Source: an optimization exercise on an open RTL-to-GDS flow (aim: small area, a short achievable clock period and few clock cycles per item). Production flows keep margins and buffers that such runs may drop.
The RTL was checked by simulation tests, not by an equivalence proof against the original design.
No activity file was given, so power comes from the tool's default toggle rates.

File: flow/design.v
module csc_fa (
    input  wire a,
    input  wire b,
    input  wire c,
    output wire s,
    output wire co
);
    assign s  = a ^ b ^ c;
    assign co = (a & b) | (c & (a ^ b));
endmodule
module csc_ha (
    input  wire a,
    input  wire b,
    output wire s,
    output wire co
);
    assign s  = a ^ b;
    assign co = a & b;
endmodule
module csc_tab_r1 (
    input  wire [3:0] x,
    output wire [12:0] t
);
    assign t[0] = 16'haad5 >> x;
    assign t[1] = 16'h66cc >> x;
    assign t[2] = 16'h1e3c >> x;
    assign t[3] = 16'hfe03 >> x;
    assign t[4] = 16'hfe00 >> x;
    assign t[5] = 16'h54aa >> x;
    assign t[6] = 16'h3266 >> x;
    assign t[7] = 16'ha4b4 >> x;
    assign t[8] = 16'h926d >> x;
    assign t[9] = 16'h24b6 >> x;
    assign t[10] = 16'h38c7 >> x;
    assign t[11] = 16'hc0f8 >> x;
    assign t[12] = 16'h00ff >> x;
endmodule
module csc_tab_r2 (
    input  wire [3:0] x,
    output wire [8:0] t
);
    assign t[0] = 16'h09de >> x;
    assign t[1] = 16'h5554 >> x;
    assign t[2] = 16'h3332 >> x;
    assign t[3] = 16'ha5a4 >> x;
    assign t[4] = 16'h6c92 >> x;
    assign t[5] = 16'h4924 >> x;
    assign t[6] = 16'h8e38 >> x;
    assign t[7] = 16'h0fc0 >> x;
    assign t[8] = 16'hf000 >> x;
endmodule
module csc_add_r (
    input  wire [12:0] a,
    input  wire [12:0] b,
    output wire [8:0] s
);
    wire [12:0] g = a & b;
    wire [12:0] p = a ^ b;
    wire g1_1;
    wire p1_1;
    wire g1_3;
    wire p1_3;
    wire g1_5;
    wire p1_5;
    wire g1_7;
    wire p1_7;
    wire g1_9;
    wire p1_9;
    wire g1_11;
    wire p1_11;
    wire g2_2;
    wire p2_2;
    wire g2_3;
    wire p2_3;
    wire g2_6;
    wire p2_6;
    wire g2_7;
    wire p2_7;
    wire g2_10;
    wire p2_10;
    wire g2_11;
    wire p2_11;
    wire g3_4;
    wire p3_4;
    wire g3_5;
    wire p3_5;
    wire g3_6;
    wire p3_6;
    wire g3_7;
    wire p3_7;
    wire g3_12;
    wire p3_12;
    wire g4_8;
    wire p4_8;
    wire g4_9;
    wire p4_9;
    wire g4_10;
    wire p4_10;
    wire g4_11;
    wire p4_11;
    wire g4_12;
    wire p4_12;
    assign g1_1 = g[1] | (p[1] & g[0]);
    assign p1_1 = p[1] & p[0];
    assign g1_3 = g[3] | (p[3] & g[2]);
    assign p1_3 = p[3] & p[2];
    assign g1_5 = g[5] | (p[5] & g[4]);
    assign p1_5 = p[5] & p[4];
    assign g1_7 = g[7] | (p[7] & g[6]);
    assign p1_7 = p[7] & p[6];
    assign g1_9 = g[9] | (p[9] & g[8]);
    assign p1_9 = p[9] & p[8];
    assign g1_11 = g[11] | (p[11] & g[10]);
    assign p1_11 = p[11] & p[10];
    assign g2_2 = g[2] | (p[2] & g1_1);
    assign p2_2 = p[2] & p1_1;
    assign g2_3 = g1_3 | (p1_3 & g1_1);
    assign p2_3 = p1_3 & p1_1;
    assign g2_6 = g[6] | (p[6] & g1_5);
    assign p2_6 = p[6] & p1_5;
    assign g2_7 = g1_7 | (p1_7 & g1_5);
    assign p2_7 = p1_7 & p1_5;
    assign g2_10 = g[10] | (p[10] & g1_9);
    assign p2_10 = p[10] & p1_9;
    assign g2_11 = g1_11 | (p1_11 & g1_9);
    assign p2_11 = p1_11 & p1_9;
    assign g3_4 = g[4] | (p[4] & g2_3);
    assign p3_4 = p[4] & p2_3;
    assign g3_5 = g1_5 | (p1_5 & g2_3);
    assign p3_5 = p1_5 & p2_3;
    assign g3_6 = g2_6 | (p2_6 & g2_3);
    assign p3_6 = p2_6 & p2_3;
    assign g3_7 = g2_7 | (p2_7 & g2_3);
    assign p3_7 = p2_7 & p2_3;
    assign g3_12 = g[12] | (p[12] & g2_11);
    assign p3_12 = p[12] & p2_11;
    assign g4_8 = g[8] | (p[8] & g3_7);
    assign p4_8 = p[8] & p3_7;
    assign g4_9 = g1_9 | (p1_9 & g3_7);
    assign p4_9 = p1_9 & p3_7;
    assign g4_10 = g2_10 | (p2_10 & g3_7);
    assign p4_10 = p2_10 & p3_7;
    assign g4_11 = g2_11 | (p2_11 & g3_7);
    assign p4_11 = p2_11 & p3_7;
    assign g4_12 = g3_12 | (p3_12 & g3_7);
    assign p4_12 = p3_12 & p3_7;
    assign s[0] = p[4] ^ g2_3;
    assign s[1] = p[5] ^ g3_4;
    assign s[2] = p[6] ^ g3_5;
    assign s[3] = p[7] ^ g3_6;
    assign s[4] = p[8] ^ g3_7;
    assign s[5] = p[9] ^ g4_8;
    assign s[6] = p[10] ^ g4_9;
    assign s[7] = p[11] ^ g4_10;
    assign s[8] = p[12] ^ g4_11;
endmodule
module csc_tab_b1 (
    input  wire [3:0] x,
    output wire [12:0] t
);
    assign t[0] = 16'he86a >> x;
    assign t[1] = 16'h3c52 >> x;
    assign t[2] = 16'h5227 >> x;
    assign t[3] = 16'h36ee >> x;
    assign t[4] = 16'h0e1e >> x;
    assign t[5] = 16'hfe01 >> x;
    assign t[6] = 16'h54aa >> x;
    assign t[7] = 16'h3266 >> x;
    assign t[8] = 16'h0e1e >> x;
    assign t[9] = 16'h54ab >> x;
    assign t[10] = 16'h98cc >> x;
    assign t[11] = 16'he0f0 >> x;
    assign t[12] = 16'h00ff >> x;
endmodule
module csc_tab_b2 (
    input  wire [3:0] x,
    output wire [8:0] t
);
    assign t[0] = 16'he92e >> x;
    assign t[1] = 16'hc2ba >> x;
    assign t[2] = 16'hb774 >> x;
    assign t[3] = 16'h9112 >> x;
    assign t[4] = 16'h8f0e >> x;
    assign t[5] = 16'h2a54 >> x;
    assign t[6] = 16'h3398 >> x;
    assign t[7] = 16'hc3e0 >> x;
    assign t[8] = 16'hfc00 >> x;
endmodule
module csc_add_b (
    input  wire [12:0] a,
    input  wire [12:0] b,
    output wire [8:0] s
);
    wire [12:0] g = a & b;
    wire [12:0] p = a ^ b;
    wire g1_1;
    wire p1_1;
    wire g1_3;
    wire p1_3;
    wire g1_5;
    wire p1_5;
    wire g1_7;
    wire p1_7;
    wire g1_9;
    wire p1_9;
    wire g1_11;
    wire p1_11;
    wire g2_2;
    wire p2_2;
    wire g2_3;
    wire p2_3;
    wire g2_6;
    wire p2_6;
    wire g2_7;
    wire p2_7;
    wire g2_10;
    wire p2_10;
    wire g2_11;
    wire p2_11;
    wire g3_4;
    wire p3_4;
    wire g3_5;
    wire p3_5;
    wire g3_6;
    wire p3_6;
    wire g3_7;
    wire p3_7;
    wire g3_12;
    wire p3_12;
    wire g4_8;
    wire p4_8;
    wire g4_9;
    wire p4_9;
    wire g4_10;
    wire p4_10;
    wire g4_11;
    wire p4_11;
    wire g4_12;
    wire p4_12;
    assign g1_1 = g[1] | (p[1] & g[0]);
    assign p1_1 = p[1] & p[0];
    assign g1_3 = g[3] | (p[3] & g[2]);
    assign p1_3 = p[3] & p[2];
    assign g1_5 = g[5] | (p[5] & g[4]);
    assign p1_5 = p[5] & p[4];
    assign g1_7 = g[7] | (p[7] & g[6]);
    assign p1_7 = p[7] & p[6];
    assign g1_9 = g[9] | (p[9] & g[8]);
    assign p1_9 = p[9] & p[8];
    assign g1_11 = g[11] | (p[11] & g[10]);
    assign p1_11 = p[11] & p[10];
    assign g2_2 = g[2] | (p[2] & g1_1);
    assign p2_2 = p[2] & p1_1;
    assign g2_3 = g1_3 | (p1_3 & g1_1);
    assign p2_3 = p1_3 & p1_1;
    assign g2_6 = g[6] | (p[6] & g1_5);
    assign p2_6 = p[6] & p1_5;
    assign g2_7 = g1_7 | (p1_7 & g1_5);
    assign p2_7 = p1_7 & p1_5;
    assign g2_10 = g[10] | (p[10] & g1_9);
    assign p2_10 = p[10] & p1_9;
    assign g2_11 = g1_11 | (p1_11 & g1_9);
    assign p2_11 = p1_11 & p1_9;
    assign g3_4 = g[4] | (p[4] & g2_3);
    assign p3_4 = p[4] & p2_3;
    assign g3_5 = g1_5 | (p1_5 & g2_3);
    assign p3_5 = p1_5 & p2_3;
    assign g3_6 = g2_6 | (p2_6 & g2_3);
    assign p3_6 = p2_6 & p2_3;
    assign g3_7 = g2_7 | (p2_7 & g2_3);
    assign p3_7 = p2_7 & p2_3;
    assign g3_12 = g[12] | (p[12] & g2_11);
    assign p3_12 = p[12] & p2_11;
    assign g4_8 = g[8] | (p[8] & g3_7);
    assign p4_8 = p[8] & p3_7;
    assign g4_9 = g1_9 | (p1_9 & g3_7);
    assign p4_9 = p1_9 & p3_7;
    assign g4_10 = g2_10 | (p2_10 & g3_7);
    assign p4_10 = p2_10 & p3_7;
    assign g4_11 = g2_11 | (p2_11 & g3_7);
    assign p4_11 = p2_11 & p3_7;
    assign g4_12 = g3_12 | (p3_12 & g3_7);
    assign p4_12 = p3_12 & p3_7;
    assign s[0] = p[4] ^ g2_3;
    assign s[1] = p[5] ^ g3_4;
    assign s[2] = p[6] ^ g3_5;
    assign s[3] = p[7] ^ g3_6;
    assign s[4] = p[8] ^ g3_7;
    assign s[5] = p[9] ^ g4_8;
    assign s[6] = p[10] ^ g4_9;
    assign s[7] = p[11] ^ g4_10;
    assign s[8] = p[12] ^ g4_11;
endmodule
module csc_tab_g1 (
    input  wire [3:0] x,
    output wire [18:0] t
);
    assign t[0] = 16'hbe80 >> x;
    assign t[1] = 16'hbe80 >> x;
    assign t[2] = 16'h142a >> x;
    assign t[3] = 16'h2733 >> x;
    assign t[4] = 16'h6d69 >> x;
    assign t[5] = 16'hb64d >> x;
    assign t[6] = 16'h92db >> x;
    assign t[7] = 16'hdb6d >> x;
    assign t[8] = 16'hb6db >> x;
    assign t[9] = 16'h71c7 >> x;
    assign t[10] = 16'h5a95 >> x;
    assign t[11] = 16'h6319 >> x;
    assign t[12] = 16'hd6b4 >> x;
    assign t[13] = 16'h9b26 >> x;
    assign t[14] = 16'hb692 >> x;
    assign t[15] = 16'h8e71 >> x;
    assign t[16] = 16'h81f0 >> x;
    assign t[17] = 16'h7ff0 >> x;
    assign t[18] = 16'hfff0 >> x;
endmodule
module csc_tab_g2 (
    input  wire [3:0] x,
    output wire [13:0] t
);
    assign t[0] = 16'h40f2 >> x;
    assign t[1] = 16'h64bb >> x;
    assign t[2] = 16'h2d96 >> x;
    assign t[3] = 16'h4924 >> x;
    assign t[4] = 16'h2492 >> x;
    assign t[5] = 16'h1c71 >> x;
    assign t[6] = 16'h56a5 >> x;
    assign t[7] = 16'h6739 >> x;
    assign t[8] = 16'h2d6b >> x;
    assign t[9] = 16'h49b2 >> x;
    assign t[10] = 16'h2496 >> x;
    assign t[11] = 16'h1c71 >> x;
    assign t[12] = 16'h03f0 >> x;
    assign t[13] = 16'h000f >> x;
endmodule
module csc_tab_g3 (
    input  wire [3:0] x,
    output wire [16:0] t
);
    assign t[0] = 16'h1d17 >> x;
    assign t[1] = 16'h1fe8 >> x;
    assign t[2] = 16'h4aaa >> x;
    assign t[3] = 16'h6ccc >> x;
    assign t[4] = 16'h70f0 >> x;
    assign t[5] = 16'h2a55 >> x;
    assign t[6] = 16'h19cc >> x;
    assign t[7] = 16'h5296 >> x;
    assign t[8] = 16'h6318 >> x;
    assign t[9] = 16'h294a >> x;
    assign t[10] = 16'h4d93 >> x;
    assign t[11] = 16'h24b6 >> x;
    assign t[12] = 16'h4924 >> x;
    assign t[13] = 16'h2492 >> x;
    assign t[14] = 16'h1c71 >> x;
    assign t[15] = 16'h03f0 >> x;
    assign t[16] = 16'h000f >> x;
endmodule
module csc_tab_g4 (
    input  wire [3:0] x,
    output wire [12:0] t
);
    assign t[0] = 16'h1010 >> x;
    assign t[1] = 16'h4ab5 >> x;
    assign t[2] = 16'h398c >> x;
    assign t[3] = 16'h52d6 >> x;
    assign t[4] = 16'h6318 >> x;
    assign t[5] = 16'h294a >> x;
    assign t[6] = 16'h4d93 >> x;
    assign t[7] = 16'h24b6 >> x;
    assign t[8] = 16'h4924 >> x;
    assign t[9] = 16'h2492 >> x;
    assign t[10] = 16'h1c71 >> x;
    assign t[11] = 16'h03f0 >> x;
    assign t[12] = 16'h000f >> x;
endmodule
module csc_tab_ga (
    input  wire [7:0] x,
    output wire [1:0] t
);
    assign t[0] = 256'hf5fff7bffffffffffeffffffffffffffefffffffffffffffffffffffffdfffdf >> x;
    assign t[1] = 256'h0200000000000000000000000000000010000000000000000000000000200020 >> x;
endmodule
module csc_tab_gb (
    input  wire [7:0] x,
    output wire [1:0] t
);
    assign t[0] = 256'hffbffffffffffffffffffffffffffffffffffbffffffffffffffbffffffffffb >> x;
    assign t[1] = 256'h0000000000000000000000000000000000000400000000000000000000000000 >> x;
endmodule
module csc_add_g (
    input  wire [18:0] a,
    input  wire [18:0] b,
    output wire [8:0] s
);
    wire [18:0] g = a & b;
    wire [18:0] p = a ^ b;
    wire g1_1;
    wire p1_1;
    wire g1_3;
    wire p1_3;
    wire g1_5;
    wire p1_5;
    wire g1_7;
    wire p1_7;
    wire g1_9;
    wire p1_9;
    wire g1_11;
    wire p1_11;
    wire g1_13;
    wire p1_13;
    wire g1_15;
    wire p1_15;
    wire g1_17;
    wire p1_17;
    wire g2_2;
    wire p2_2;
    wire g2_3;
    wire p2_3;
    wire g2_6;
    wire p2_6;
    wire g2_7;
    wire p2_7;
    wire g2_10;
    wire p2_10;
    wire g2_11;
    wire p2_11;
    wire g2_14;
    wire p2_14;
    wire g2_15;
    wire p2_15;
    wire g2_18;
    wire p2_18;
    wire g3_4;
    wire p3_4;
    wire g3_5;
    wire p3_5;
    wire g3_6;
    wire p3_6;
    wire g3_7;
    wire p3_7;
    wire g3_12;
    wire p3_12;
    wire g3_13;
    wire p3_13;
    wire g3_14;
    wire p3_14;
    wire g3_15;
    wire p3_15;
    wire g4_8;
    wire p4_8;
    wire g4_9;
    wire p4_9;
    wire g4_10;
    wire p4_10;
    wire g4_11;
    wire p4_11;
    wire g4_12;
    wire p4_12;
    wire g4_13;
    wire p4_13;
    wire g4_14;
    wire p4_14;
    wire g4_15;
    wire p4_15;
    wire g5_16;
    wire p5_16;
    wire g5_17;
    wire p5_17;
    wire g5_18;
    wire p5_18;
    assign g1_1 = g[1] | (p[1] & g[0]);
    assign p1_1 = p[1] & p[0];
    assign g1_3 = g[3] | (p[3] & g[2]);
    assign p1_3 = p[3] & p[2];
    assign g1_5 = g[5] | (p[5] & g[4]);
    assign p1_5 = p[5] & p[4];
    assign g1_7 = g[7] | (p[7] & g[6]);
    assign p1_7 = p[7] & p[6];
    assign g1_9 = g[9] | (p[9] & g[8]);
    assign p1_9 = p[9] & p[8];
    assign g1_11 = g[11] | (p[11] & g[10]);
    assign p1_11 = p[11] & p[10];
    assign g1_13 = g[13] | (p[13] & g[12]);
    assign p1_13 = p[13] & p[12];
    assign g1_15 = g[15] | (p[15] & g[14]);
    assign p1_15 = p[15] & p[14];
    assign g1_17 = g[17] | (p[17] & g[16]);
    assign p1_17 = p[17] & p[16];
    assign g2_2 = g[2] | (p[2] & g1_1);
    assign p2_2 = p[2] & p1_1;
    assign g2_3 = g1_3 | (p1_3 & g1_1);
    assign p2_3 = p1_3 & p1_1;
    assign g2_6 = g[6] | (p[6] & g1_5);
    assign p2_6 = p[6] & p1_5;
    assign g2_7 = g1_7 | (p1_7 & g1_5);
    assign p2_7 = p1_7 & p1_5;
    assign g2_10 = g[10] | (p[10] & g1_9);
    assign p2_10 = p[10] & p1_9;
    assign g2_11 = g1_11 | (p1_11 & g1_9);
    assign p2_11 = p1_11 & p1_9;
    assign g2_14 = g[14] | (p[14] & g1_13);
    assign p2_14 = p[14] & p1_13;
    assign g2_15 = g1_15 | (p1_15 & g1_13);
    assign p2_15 = p1_15 & p1_13;
    assign g2_18 = g[18] | (p[18] & g1_17);
    assign p2_18 = p[18] & p1_17;
    assign g3_4 = g[4] | (p[4] & g2_3);
    assign p3_4 = p[4] & p2_3;
    assign g3_5 = g1_5 | (p1_5 & g2_3);
    assign p3_5 = p1_5 & p2_3;
    assign g3_6 = g2_6 | (p2_6 & g2_3);
    assign p3_6 = p2_6 & p2_3;
    assign g3_7 = g2_7 | (p2_7 & g2_3);
    assign p3_7 = p2_7 & p2_3;
    assign g3_12 = g[12] | (p[12] & g2_11);
    assign p3_12 = p[12] & p2_11;
    assign g3_13 = g1_13 | (p1_13 & g2_11);
    assign p3_13 = p1_13 & p2_11;
    assign g3_14 = g2_14 | (p2_14 & g2_11);
    assign p3_14 = p2_14 & p2_11;
    assign g3_15 = g2_15 | (p2_15 & g2_11);
    assign p3_15 = p2_15 & p2_11;
    assign g4_8 = g[8] | (p[8] & g3_7);
    assign p4_8 = p[8] & p3_7;
    assign g4_9 = g1_9 | (p1_9 & g3_7);
    assign p4_9 = p1_9 & p3_7;
    assign g4_10 = g2_10 | (p2_10 & g3_7);
    assign p4_10 = p2_10 & p3_7;
    assign g4_11 = g2_11 | (p2_11 & g3_7);
    assign p4_11 = p2_11 & p3_7;
    assign g4_12 = g3_12 | (p3_12 & g3_7);
    assign p4_12 = p3_12 & p3_7;
    assign g4_13 = g3_13 | (p3_13 & g3_7);
    assign p4_13 = p3_13 & p3_7;
    assign g4_14 = g3_14 | (p3_14 & g3_7);
    assign p4_14 = p3_14 & p3_7;
    assign g4_15 = g3_15 | (p3_15 & g3_7);
    assign p4_15 = p3_15 & p3_7;
    assign g5_16 = g[16] | (p[16] & g4_15);
    assign p5_16 = p[16] & p4_15;
    assign g5_17 = g1_17 | (p1_17 & g4_15);
    assign p5_17 = p1_17 & p4_15;
    assign g5_18 = g2_18 | (p2_18 & g4_15);
    assign p5_18 = p2_18 & p4_15;
    assign s[0] = p[10] ^ g4_9;
    assign s[1] = p[11] ^ g4_10;
    assign s[2] = p[12] ^ g4_11;
    assign s[3] = p[13] ^ g4_12;
    assign s[4] = p[14] ^ g4_13;
    assign s[5] = p[15] ^ g4_14;
    assign s[6] = p[16] ^ g4_15;
    assign s[7] = p[17] ^ g5_16;
    assign s[8] = p[18] ^ g5_17;
endmodule
module csc_chroma (
    input  wire [7:0] u,
    input  wire [7:0] v,
    output wire [7:0] dr,
    output wire pr,
    output wire [7:0] dg,
    output wire pg,
    output wire [7:0] db,
    output wire pb
);
    wire [12:0] n1;
    wire [8:0] n2;
    wire [8:0] n3;
    wire [12:0] n4;
    wire [8:0] n5;
    wire [8:0] n6;
    wire [18:0] n7;
    wire [13:0] n8;
    wire [16:0] n9;
    wire [12:0] n10;
    wire [1:0] n11;
    wire [1:0] n12;
    wire n13;
    wire n14;
    wire n15;
    wire n16;
    wire n17;
    wire n18;
    wire n19;
    wire n20;
    wire n21;
    wire n22;
    wire n23;
    wire n24;
    wire n25;
    wire n26;
    wire n27;
    wire n28;
    wire n29;
    wire n30;
    wire n31;
    wire n32;
    wire n33;
    wire n34;
    wire n35;
    wire n36;
    wire n37;
    wire n38;
    wire n39;
    wire n40;
    wire n41;
    wire n42;
    wire n43;
    wire n44;
    wire n45;
    wire n46;
    wire n47;
    wire n48;
    wire n49;
    wire n50;
    wire n51;
    wire n52;
    wire n53;
    wire n54;
    wire n55;
    wire n56;
    wire n57;
    wire n58;
    wire n59;
    wire n60;
    wire n61;
    wire n62;
    wire n63;
    wire n64;
    wire n65;
    wire n66;
    wire n67;
    wire n68;
    wire n69;
    wire n70;
    wire n71;
    wire n72;
    wire n73;
    wire n74;
    wire n75;
    wire n76;
    wire n77;
    wire n78;
    wire n79;
    wire n80;
    wire n81;
    wire n82;
    wire n83;
    wire n84;
    wire n85;
    wire n86;
    wire n87;
    wire n88;
    wire n89;
    wire n90;
    wire n91;
    wire n92;
    wire n93;
    wire n94;
    wire n95;
    wire n96;
    wire n97;
    wire n98;
    wire n99;
    wire n100;
    wire n101;
    wire n102;
    wire [8:0] n103;
    csc_tab_r1 u1 (.x(v[7:4]), .t(n1));
    csc_tab_r2 u2 (.x(v[3:0]), .t(n2));
    csc_add_r u3 (.a({n1[12], n1[11], n1[10], n1[9], n1[8], n1[7], n1[6], n1[5], n1[4], n1[3], n1[2], n1[1], n1[0]}), .b({1'b0, 1'b0, 1'b0, 1'b0, n2[8], n2[7], n2[6], n2[5], n2[4], n2[3], n2[2], n2[1], n2[0]}), .s(n3));
    csc_tab_b1 u4 (.x(u[7:4]), .t(n4));
    csc_tab_b2 u5 (.x(u[3:0]), .t(n5));
    csc_add_b u6 (.a({n4[12], n4[11], n4[10], n4[9], n4[8], n4[7], n4[6], n4[5], n4[4], n4[3], n4[2], n4[1], n4[0]}), .b({1'b0, 1'b0, 1'b0, 1'b0, n5[8], n5[7], n5[6], n5[5], n5[4], n5[3], n5[2], n5[1], n5[0]}), .s(n6));
    csc_tab_g1 u7 (.x(v[7:4]), .t(n7));
    csc_tab_g2 u8 (.x(v[3:0]), .t(n8));
    csc_tab_g3 u9 (.x(u[7:4]), .t(n9));
    csc_tab_g4 u10 (.x(u[3:0]), .t(n10));
    csc_tab_ga u11 (.x(v), .t(n11));
    csc_tab_gb u12 (.x(u), .t(n12));
    csc_fa u13 (.a(n7[0]), .b(n8[0]), .c(n9[0]), .s(n13), .co(n14));
    csc_fa u14 (.a(n7[1]), .b(n8[1]), .c(n9[1]), .s(n15), .co(n16));
    csc_ha u15 (.a(n10[1]), .b(n11[1]), .s(n17), .co(n18));
    csc_fa u16 (.a(n7[2]), .b(n8[2]), .c(n9[2]), .s(n19), .co(n20));
    csc_ha u17 (.a(n7[3]), .b(n8[3]), .s(n21), .co(n22));
    csc_ha u18 (.a(n7[4]), .b(n8[4]), .s(n23), .co(n24));
    csc_ha u19 (.a(n7[5]), .b(n8[5]), .s(n25), .co(n26));
    csc_ha u20 (.a(n7[6]), .b(n8[6]), .s(n27), .co(n28));
    csc_ha u21 (.a(n7[7]), .b(n8[7]), .s(n29), .co(n30));
    csc_ha u22 (.a(n7[8]), .b(n8[8]), .s(n31), .co(n32));
    csc_ha u23 (.a(n7[9]), .b(n8[9]), .s(n33), .co(n34));
    csc_ha u24 (.a(n7[10]), .b(n8[10]), .s(n35), .co(n36));
    csc_ha u25 (.a(n7[11]), .b(n8[11]), .s(n37), .co(n38));
    csc_ha u26 (.a(n7[12]), .b(n8[12]), .s(n39), .co(n40));
    csc_ha u27 (.a(n13), .b(n10[0]), .s(n41), .co(n42));
    csc_fa u28 (.a(n14), .b(n15), .c(n17), .s(n43), .co(n44));
    csc_fa u29 (.a(n16), .b(n18), .c(n19), .s(n45), .co(n46));
    csc_fa u30 (.a(n20), .b(n21), .c(n9[3]), .s(n47), .co(n48));
    csc_fa u31 (.a(n22), .b(n23), .c(n9[4]), .s(n49), .co(n50));
    csc_fa u32 (.a(n24), .b(n25), .c(n9[5]), .s(n51), .co(n52));
    csc_fa u33 (.a(n26), .b(n27), .c(n9[6]), .s(n53), .co(n54));
    csc_fa u34 (.a(n28), .b(n29), .c(n9[7]), .s(n55), .co(n56));
    csc_fa u35 (.a(n30), .b(n31), .c(n9[8]), .s(n57), .co(n58));
    csc_fa u36 (.a(n32), .b(n33), .c(n9[9]), .s(n59), .co(n60));
    csc_fa u37 (.a(n34), .b(n35), .c(n9[10]), .s(n61), .co(n62));
    csc_fa u38 (.a(n36), .b(n37), .c(n9[11]), .s(n63), .co(n64));
    csc_fa u39 (.a(n38), .b(n39), .c(n9[12]), .s(n65), .co(n66));
    csc_fa u40 (.a(n40), .b(n7[13]), .c(n8[13]), .s(n67), .co(n68));
    csc_ha u41 (.a(n41), .b(n11[0]), .s(n69), .co(n70));
    csc_fa u42 (.a(n42), .b(n43), .c(n12[1]), .s(n71), .co(n72));
    csc_fa u43 (.a(n44), .b(n45), .c(n10[2]), .s(n73), .co(n74));
    csc_fa u44 (.a(n46), .b(n47), .c(n10[3]), .s(n75), .co(n76));
    csc_fa u45 (.a(n48), .b(n49), .c(n10[4]), .s(n77), .co(n78));
    csc_fa u46 (.a(n50), .b(n51), .c(n10[5]), .s(n79), .co(n80));
    csc_fa u47 (.a(n52), .b(n53), .c(n10[6]), .s(n81), .co(n82));
    csc_fa u48 (.a(n54), .b(n55), .c(n10[7]), .s(n83), .co(n84));
    csc_fa u49 (.a(n56), .b(n57), .c(n10[8]), .s(n85), .co(n86));
    csc_fa u50 (.a(n58), .b(n59), .c(n10[9]), .s(n87), .co(n88));
    csc_fa u51 (.a(n60), .b(n61), .c(n10[10]), .s(n89), .co(n90));
    csc_fa u52 (.a(n62), .b(n63), .c(n10[11]), .s(n91), .co(n92));
    csc_fa u53 (.a(n64), .b(n65), .c(n10[12]), .s(n93), .co(n94));
    csc_fa u54 (.a(n66), .b(n67), .c(n9[13]), .s(n95), .co(n96));
    csc_fa u55 (.a(n68), .b(n7[14]), .c(n9[14]), .s(n97), .co(n98));
    csc_ha u56 (.a(n7[15]), .b(n9[15]), .s(n99), .co(n100));
    csc_ha u57 (.a(n7[16]), .b(n9[16]), .s(n101), .co(n102));
    csc_add_g u58 (.a({n7[18], n102, n100, n98, n96, n94, n92, n90, n88, n86, n84, n82, n80, n78, n76, n74, n72, n70, n69}), .b({1'b0, n7[17], n101, n99, n97, n95, n93, n91, n89, n87, n85, n83, n81, n79, n77, n75, n73, n71, n12[0]}), .s(n103));
    assign dr = {n3[7], n3[6], n3[5], n3[4], n3[3], n3[2], n3[1], n3[0]};
    assign pr = ~n3[8];
    assign dg = {n103[7], n103[6], n103[5], n103[4], n103[3], n103[2], n103[1], n103[0]};
    assign pg = ~n103[8];
    assign db = {n6[7], n6[6], n6[5], n6[4], n6[3], n6[2], n6[1], n6[0]};
    assign pb = ~n6[8];
endmodule
module csc_chan (
    input  wire [7:0] y,
    input  wire [7:0] d,
    input  wire p,
    output wire [7:0] q
);
    wire n1;
    wire n2;
    wire n3;
    wire n4;
    wire n5;
    wire n6;
    wire n7;
    wire n8;
    wire n9;
    wire n10;
    wire n11;
    wire n12;
    wire n13;
    wire n14;
    wire n15;
    wire n16;
    csc_ha u1 (.a(y[0]), .b(d[0]), .s(n1), .co(n2));
    csc_fa u2 (.a(y[1]), .b(d[1]), .c(n2), .s(n3), .co(n4));
    csc_fa u3 (.a(y[2]), .b(d[2]), .c(n4), .s(n5), .co(n6));
    csc_fa u4 (.a(y[3]), .b(d[3]), .c(n6), .s(n7), .co(n8));
    csc_fa u5 (.a(y[4]), .b(d[4]), .c(n8), .s(n9), .co(n10));
    csc_fa u6 (.a(y[5]), .b(d[5]), .c(n10), .s(n11), .co(n12));
    csc_fa u7 (.a(y[6]), .b(d[6]), .c(n12), .s(n13), .co(n14));
    csc_fa u8 (.a(y[7]), .b(d[7]), .c(n14), .s(n15), .co(n16));
    assign q[0] = (n1 & n16) | (n1 & p) | (n16 & p);
    assign q[1] = (n3 & n16) | (n3 & p) | (n16 & p);
    assign q[2] = (n5 & n16) | (n5 & p) | (n16 & p);
    assign q[3] = (n7 & n16) | (n7 & p) | (n16 & p);
    assign q[4] = (n9 & n16) | (n9 & p) | (n16 & p);
    assign q[5] = (n11 & n16) | (n11 & p) | (n16 & p);
    assign q[6] = (n13 & n16) | (n13 & p) | (n16 & p);
    assign q[7] = (n15 & n16) | (n15 & p) | (n16 & p);
endmodule
module yuv420_block_csc (
    input  wire        clk,
    input  wire        rst,         
    input  wire        in_valid,
    output wire        in_ready,
    input  wire [31:0] in_y,        
    input  wire [7:0]  in_u,
    input  wire [7:0]  in_v,
    output wire        out_valid,
    input  wire        out_ready,
    output wire [95:0] out_rgb      
);
    reg        rdy;                 
    reg        a_valid;
    reg [31:0] a_y;
    reg [7:0]  a_u, a_v;
    reg        s_valid;
    reg [31:0] s_y;
    reg [7:0]  s_u, s_v;
    reg        p_valid;
    reg [31:0] p_y;
    reg [7:0]  p_dr, p_dg, p_db;    
    reg        p_pr, p_pg, p_pb;    
    reg        b_valid;
    reg [95:0] b_rgb;
    wire b_en = !b_valid || out_ready;
    wire p_en = !p_valid || b_en;
    wire a_en = !a_valid || p_en;
    wire acc  = in_valid && rdy;
    assign in_ready  = rdy;
    assign out_valid = b_valid;
    assign out_rgb   = b_rgb;
    wire s_valid_n = s_valid ? !a_en : (acc && !a_en);
    always @(posedge clk) begin
        if (!s_valid) begin
            s_y <= in_y;
            s_u <= in_u;
            s_v <= in_v;
        end
        if (a_en) begin
            if (s_valid) begin
                a_y <= s_y;
                a_u <= s_u;
                a_v <= s_v;
            end else begin
                a_y <= in_y;
                a_u <= in_u;
                a_v <= in_v;
            end
        end
    end
    always @(posedge clk) begin
        if (rst) begin
            rdy     <= 1'b1;
            s_valid <= 1'b0;
            a_valid <= 1'b0;
            p_valid <= 1'b0;
            b_valid <= 1'b0;
        end else begin
            rdy     <= !s_valid_n;
            s_valid <= s_valid_n;
            if (a_en) a_valid <= s_valid || acc;
            if (p_en) p_valid <= a_valid;
            if (b_en) b_valid <= p_valid;
        end
    end
    wire [7:0] dr, dg, db;
    wire       pr, pg, pb;
    csc_chroma u_chroma (
        .u(a_u), .v(a_v),
        .dr(dr), .pr(pr), .dg(dg), .pg(pg), .db(db), .pb(pb)
    );
    always @(posedge clk) begin
        if (p_en) begin
            p_y  <= a_y;
            p_dr <= dr;
            p_dg <= dg;
            p_db <= db;
            p_pr <= pr;
            p_pg <= pg;
            p_pb <= pb;
        end
    end
    wire [95:0] rgb;
    genvar k;
    generate
        for (k = 0; k < 4; k = k + 1) begin : g_pix
            csc_chan u_r (.y(p_y[8*k +: 8]), .d(p_dr), .p(p_pr), .q(rgb[24*k + 16 +: 8]));
            csc_chan u_g (.y(p_y[8*k +: 8]), .d(p_dg), .p(p_pg), .q(rgb[24*k + 8  +: 8]));
            csc_chan u_b (.y(p_y[8*k +: 8]), .d(p_db), .p(p_pb), .q(rgb[24*k      +: 8]));
        end
    endgenerate
    always @(posedge clk) begin
        if (b_en)
            b_rgb <= rgb;
    end
endmodule
File: flow/run.sh
#!/bin/bash
# synth_recipe.tcl (not shown) runs the flow's synth.tcl, then flattens the netlist and writes it again
# the make line also repeats each setting of config.mk as NAME=value (left out here)
make -C /OpenROAD-flow-scripts/flow DESIGN_CONFIG=/design/flow/config.mk WORK_HOME=/design/flow/orfs CLKGATE_MAP_FILE= SYNTH_SCRIPT=/design/flow/synth_recipe.tcl finish
File: flow/config.mk
export PLATFORM = sky130hd
export DESIGN_NAME = yuv420_block_csc
export DESIGN_NICKNAME = yuv420_block_csc
export VERILOG_FILES = /design/flow/design.v
export SDC_FILE = /design/flow/constraint.sdc
export NUM_CORES = 4
export LEC_CHECK = 0
export CAP_MARGIN = 20
export CORE_MARGIN = 2
export CORE_UTILIZATION = 40
export SLEW_MARGIN = 20
export SYNTH_HIERARCHICAL = 1
File: flow/constraint.sdc
create_clock -name core_clock -period 22.0 [get_ports {clk}]
set_input_delay 4.4000 -clock core_clock [delete_from_list [all_inputs] [get_ports {clk}]]
set_output_delay 4.4000 -clock core_clock [all_outputs]
set_load 0.01 [all_outputs]
==> impl_results.md <==
* Port bufs at 149
* Dpl cells at 1862
* Area delta synth->final at 16.30%
* CP top delay family: buffers and inverters
* Post-CTS Hold Buffers at 0
* Sink Count at 256
* Crit path cell chain: clkdlybuf4s50_1
* Root buffer cell: clkbuf_16
* Post-synthesis sequential area ratio at 0.4333
* CP bufs+invs at 1
* WL final at 34.25 mm
* Initial DRC count at 524
* CP max-delay cell: clkdlybuf4s50_1
* EDFF count, synth at 203
* Crit. Startpoint: b_valid
* Syn avg cell area at 13.51 um^2
* Critical path required time at 17.60 ns
* Synth warn at 7
* Seq cells post-synth at 256
* Share of cells above drive strength 1 at 0.1793
* Post-synth ARST share at 0
* Commonest cells after routing, fill and taps aside: edfxtp_1 (203), clkdlybuf4s50_1 (149), ha_1 (126), fa_1 (119), maj3_2 (96)
* Die height at 207.2 um
* Unrepaired setup endpoints after global routing: false
* Final ANT Viol Nets at 0
* CTS max path bufs at 3
* Drt drc at 0
* N_diodes at 0
* Worst setup margin at 16.01 ns
* Max Clock Skew at 0.01601 ns
* Outcome: timing/DRC/antenna clean
* Final Instance Count excl. Fillers at 1915
* Worst Hold Class: flip-flop to flip-flop
* Nets at 1659
* Core ar. at 40830 um^2
* Worst-path fanout max at 4
* DP Worst Slack at 15.20 ns
* Setup TNS Final at 0 ns
* Reg2reg start: a_v[4]
* Main flop type after synthesis: edfxtp_1
* Startpoint types: flip-flop
* Flop-to-flop setup slack at 16.38 ns
* Hold slack at 0.4142 ns
* IO Pins at 150
* Crit path DAT at 1.59 ns
* Slew @ Worst Pin at 0.7888 ns
* Vias per std cell at 5.034
* Tcrit/Tclk final at 0.2723
* Post-CTS Setup Bufs at 0
* Drt wl/cell at 17.88 um
* Gate Count Post-Synth at 1223
* VDD IR max at 0.05149 mV
* Initial antenna violation count at 0
* Post-DP HPWL at 26.07 mm
* Fin. max-slew vios at 0
* Hold Startpoint: a_y[13]
* Vias post-DR at 9640
* CTS tree: done
* Multi-input gate area at 8583 um^2
* Latest clock arrival within the worst-skew pair at 0.57 ns
* Reg clk slew, reported paths at 0.07 ns
* Final hold viol count at 0
* Min Tclk post-route at 5.990 ns
* Register area at 7158 um^2
* Largest net degree at the start of global routing at 61
* Crit end category: primary output
* Initial Utilization at 0.4045
* Vias in the first global route at 9602
* Netlist cell types at 80
* Core Rows at 74
* PD cells at 116.3 nW/um^2
* Max incr delay on CP at 0.58 ns
* Most common cell after layout, fill and taps aside: edfxtp_1
* CTS H-tree depth at 1
* Post-CTS Resized at 0
* Max-slew headroom at the worst pin at 0.4741
* Max Cap Viol at 0
* Gr ovfl total at 0
* Setup violators final at 0
* Max Clk Rate at 0.1669 GHz
* Leak at 0.007448 uW
* Syn Std Cell Area at 16520 um^2
* DR pass1 iterations at 5
* Fillers at 3591
* Die width at 207.2 um
* Tot Pwr at 2234 uW
* Global-route wire length before repair at 54.18 mm
* Critical path class: flip-flop to primary output
* Die Area at 42940 um^2
* Num CTS Buffers at 27
* Overall Global Routing Usage at 0.1590
* Routability cong. at 0.8545
==> modules after synthesis (local to each module, per instance), excerpt <==
module / area (um^2) / cells inside
yuv420_block_csc: 7830 / 320
csc_add_g: 604.3 / 71
csc_tab_g1: 554.3 / 85
csc_tab_g3: 452.9 / 66
csc_add_r: 419.2 / 50
csc_tab_g4: 384.1 / 54
csc_tab_r1: 357.8 / 49
csc_tab_b1: 324.1 / 47
csc_tab_b2: 319.1 / 40
csc_tab_r2: 267.8 / 39
csc_chan: 112.6 / 10
csc_tab_ga: 105.1 / 17
csc_fa: 20.02 / 1
csc_chroma: 15.01 / 4
csc_ha: 12.51 / 1
==> logic make-up after synthesis <==
kind of cell | Yosys count | synth area share
other | 1 | 0.0002270
AOI/OAI and AO/OA | 224 | 0.08590
and+or+nand+nor | 178 | 0.05605
muxes | 76 | 0.05635
buffers and inverters | 122 | 0.04939
adders and majority gates | 341 | 0.3051
DFF | 256 | 0.4333
xor gates and xnor gates | 25 | 0.01371
==> final timing paths <==
kind	end	cells past startpoint
setup / recovery	out_valid	1
hold / removal	p_y[13]	0
setup reg to reg	p_dg[7]	16
hold reg to reg	p_y[13]	0
==> state kept, by name, indices dropped and copies added (netlist names) <==
| name | cells |
|---|---|
| p_y | 32 |
| p_db | 8 |
| p_pg | 1 |
| p_pr | 1 |
| s_y | 32 |
| p_dr | 8 |
| b_rgb | 96 |
| rdy | 1 |
| s_u | 8 |
| p_valid | 1 |
| s_valid | 1 |
| p_dg | 8 |
| a_valid | 1 |
| a_y | 32 |
| a_v | 8 |
| s_v | 8 |
| p_pb | 1 |
| a_u | 8 |
| b_valid | 1 |
==> cells in the mapped netlist, types with 33 or more instances <==
cell      number  share of area
nand2_1       44          0.010
fa_1         119           0.14
nor2_1        37         0.0084
inv_1         52          0.012
buf_6         37          0.025
mux2_2        42          0.029
a21oi_1       67          0.020
ha_1         126          0.095
dfxtp_1       53          0.064
o21ai_1       33          0.010
o21ai_0       35          0.011
maj3_2        96          0.065
edfxtp_1     203           0.37
==> final cells by class <==
cell class	count	area share
clock inverter	15	0.01107
multi-input combinational	853	0.4468
sequential	256	0.3726
clock buffer	35	0.03830
timing repair buffer	165	0.08467
inverter	59	0.01192
tap	532	0.03465
==> report_power, final <==
| part | total, uW | leakage, uW | switching [uW] | internal (uW) |
|---|---|---|---|---|
| combinational | 936 | 0.00442 | 428 | 508 |
| sequential | 818 | 0.00258 | 112 | 706 |
| clock | 480 | 0.000452 | 194 | 286 |
| total | 2230 | 0.00745 | 734 | 1500 |
==> layer usage <==
metal	vias up	track usage	routed length [um]
met3	39	0.02315	1429
met4	0	0.03695	612
met1	4712	0.2245	16040
met5	-	0	0
met2	180	0.2600	16160
li1	4709	-	-
==> per-stage QoR <==
stage / area [um^2] / utilization
after floorplan: 16550 / -
after global placement: 18230 / 0.4463
after detailed placement: 18230 / 0.4463
after CTS: 19170 / 0.4696
after global routing: 19210 / 0.4705
final: 19210 / 0.4705
Testbench counts, summed over its fixed seeds: cycles 16,024, items 16,000.

[port drivers added, routing unchanged]
Ports are ideal in the flow. The routed layout listed here was re-timed in OpenROAD.
Step 1, drivers: a clkbuf_16 drives clk and a buf_2 each remaining input, both assumed.
Step 2 times the ports against the registers' clock, not the clock port: input delays grow and output delays shrink by t, the midpoint of the rising clock arrivals with the driver on.
Slacks: ideal / step 1 / step 2; pairs: ideal / step 1.
t (ns): 0.619
setup WS [ns]: 16.010 / 15.956 / 15.483
hold slack, ns: 0.414 / 0.414 / 0.414
worst setup path at the end: input to register
cell pins on the clock port's net: 1
After both steps this run still meets setup and hold. The setup slack of this run moves by -0.054 ns with the drivers and by -0.527 ns with both steps.
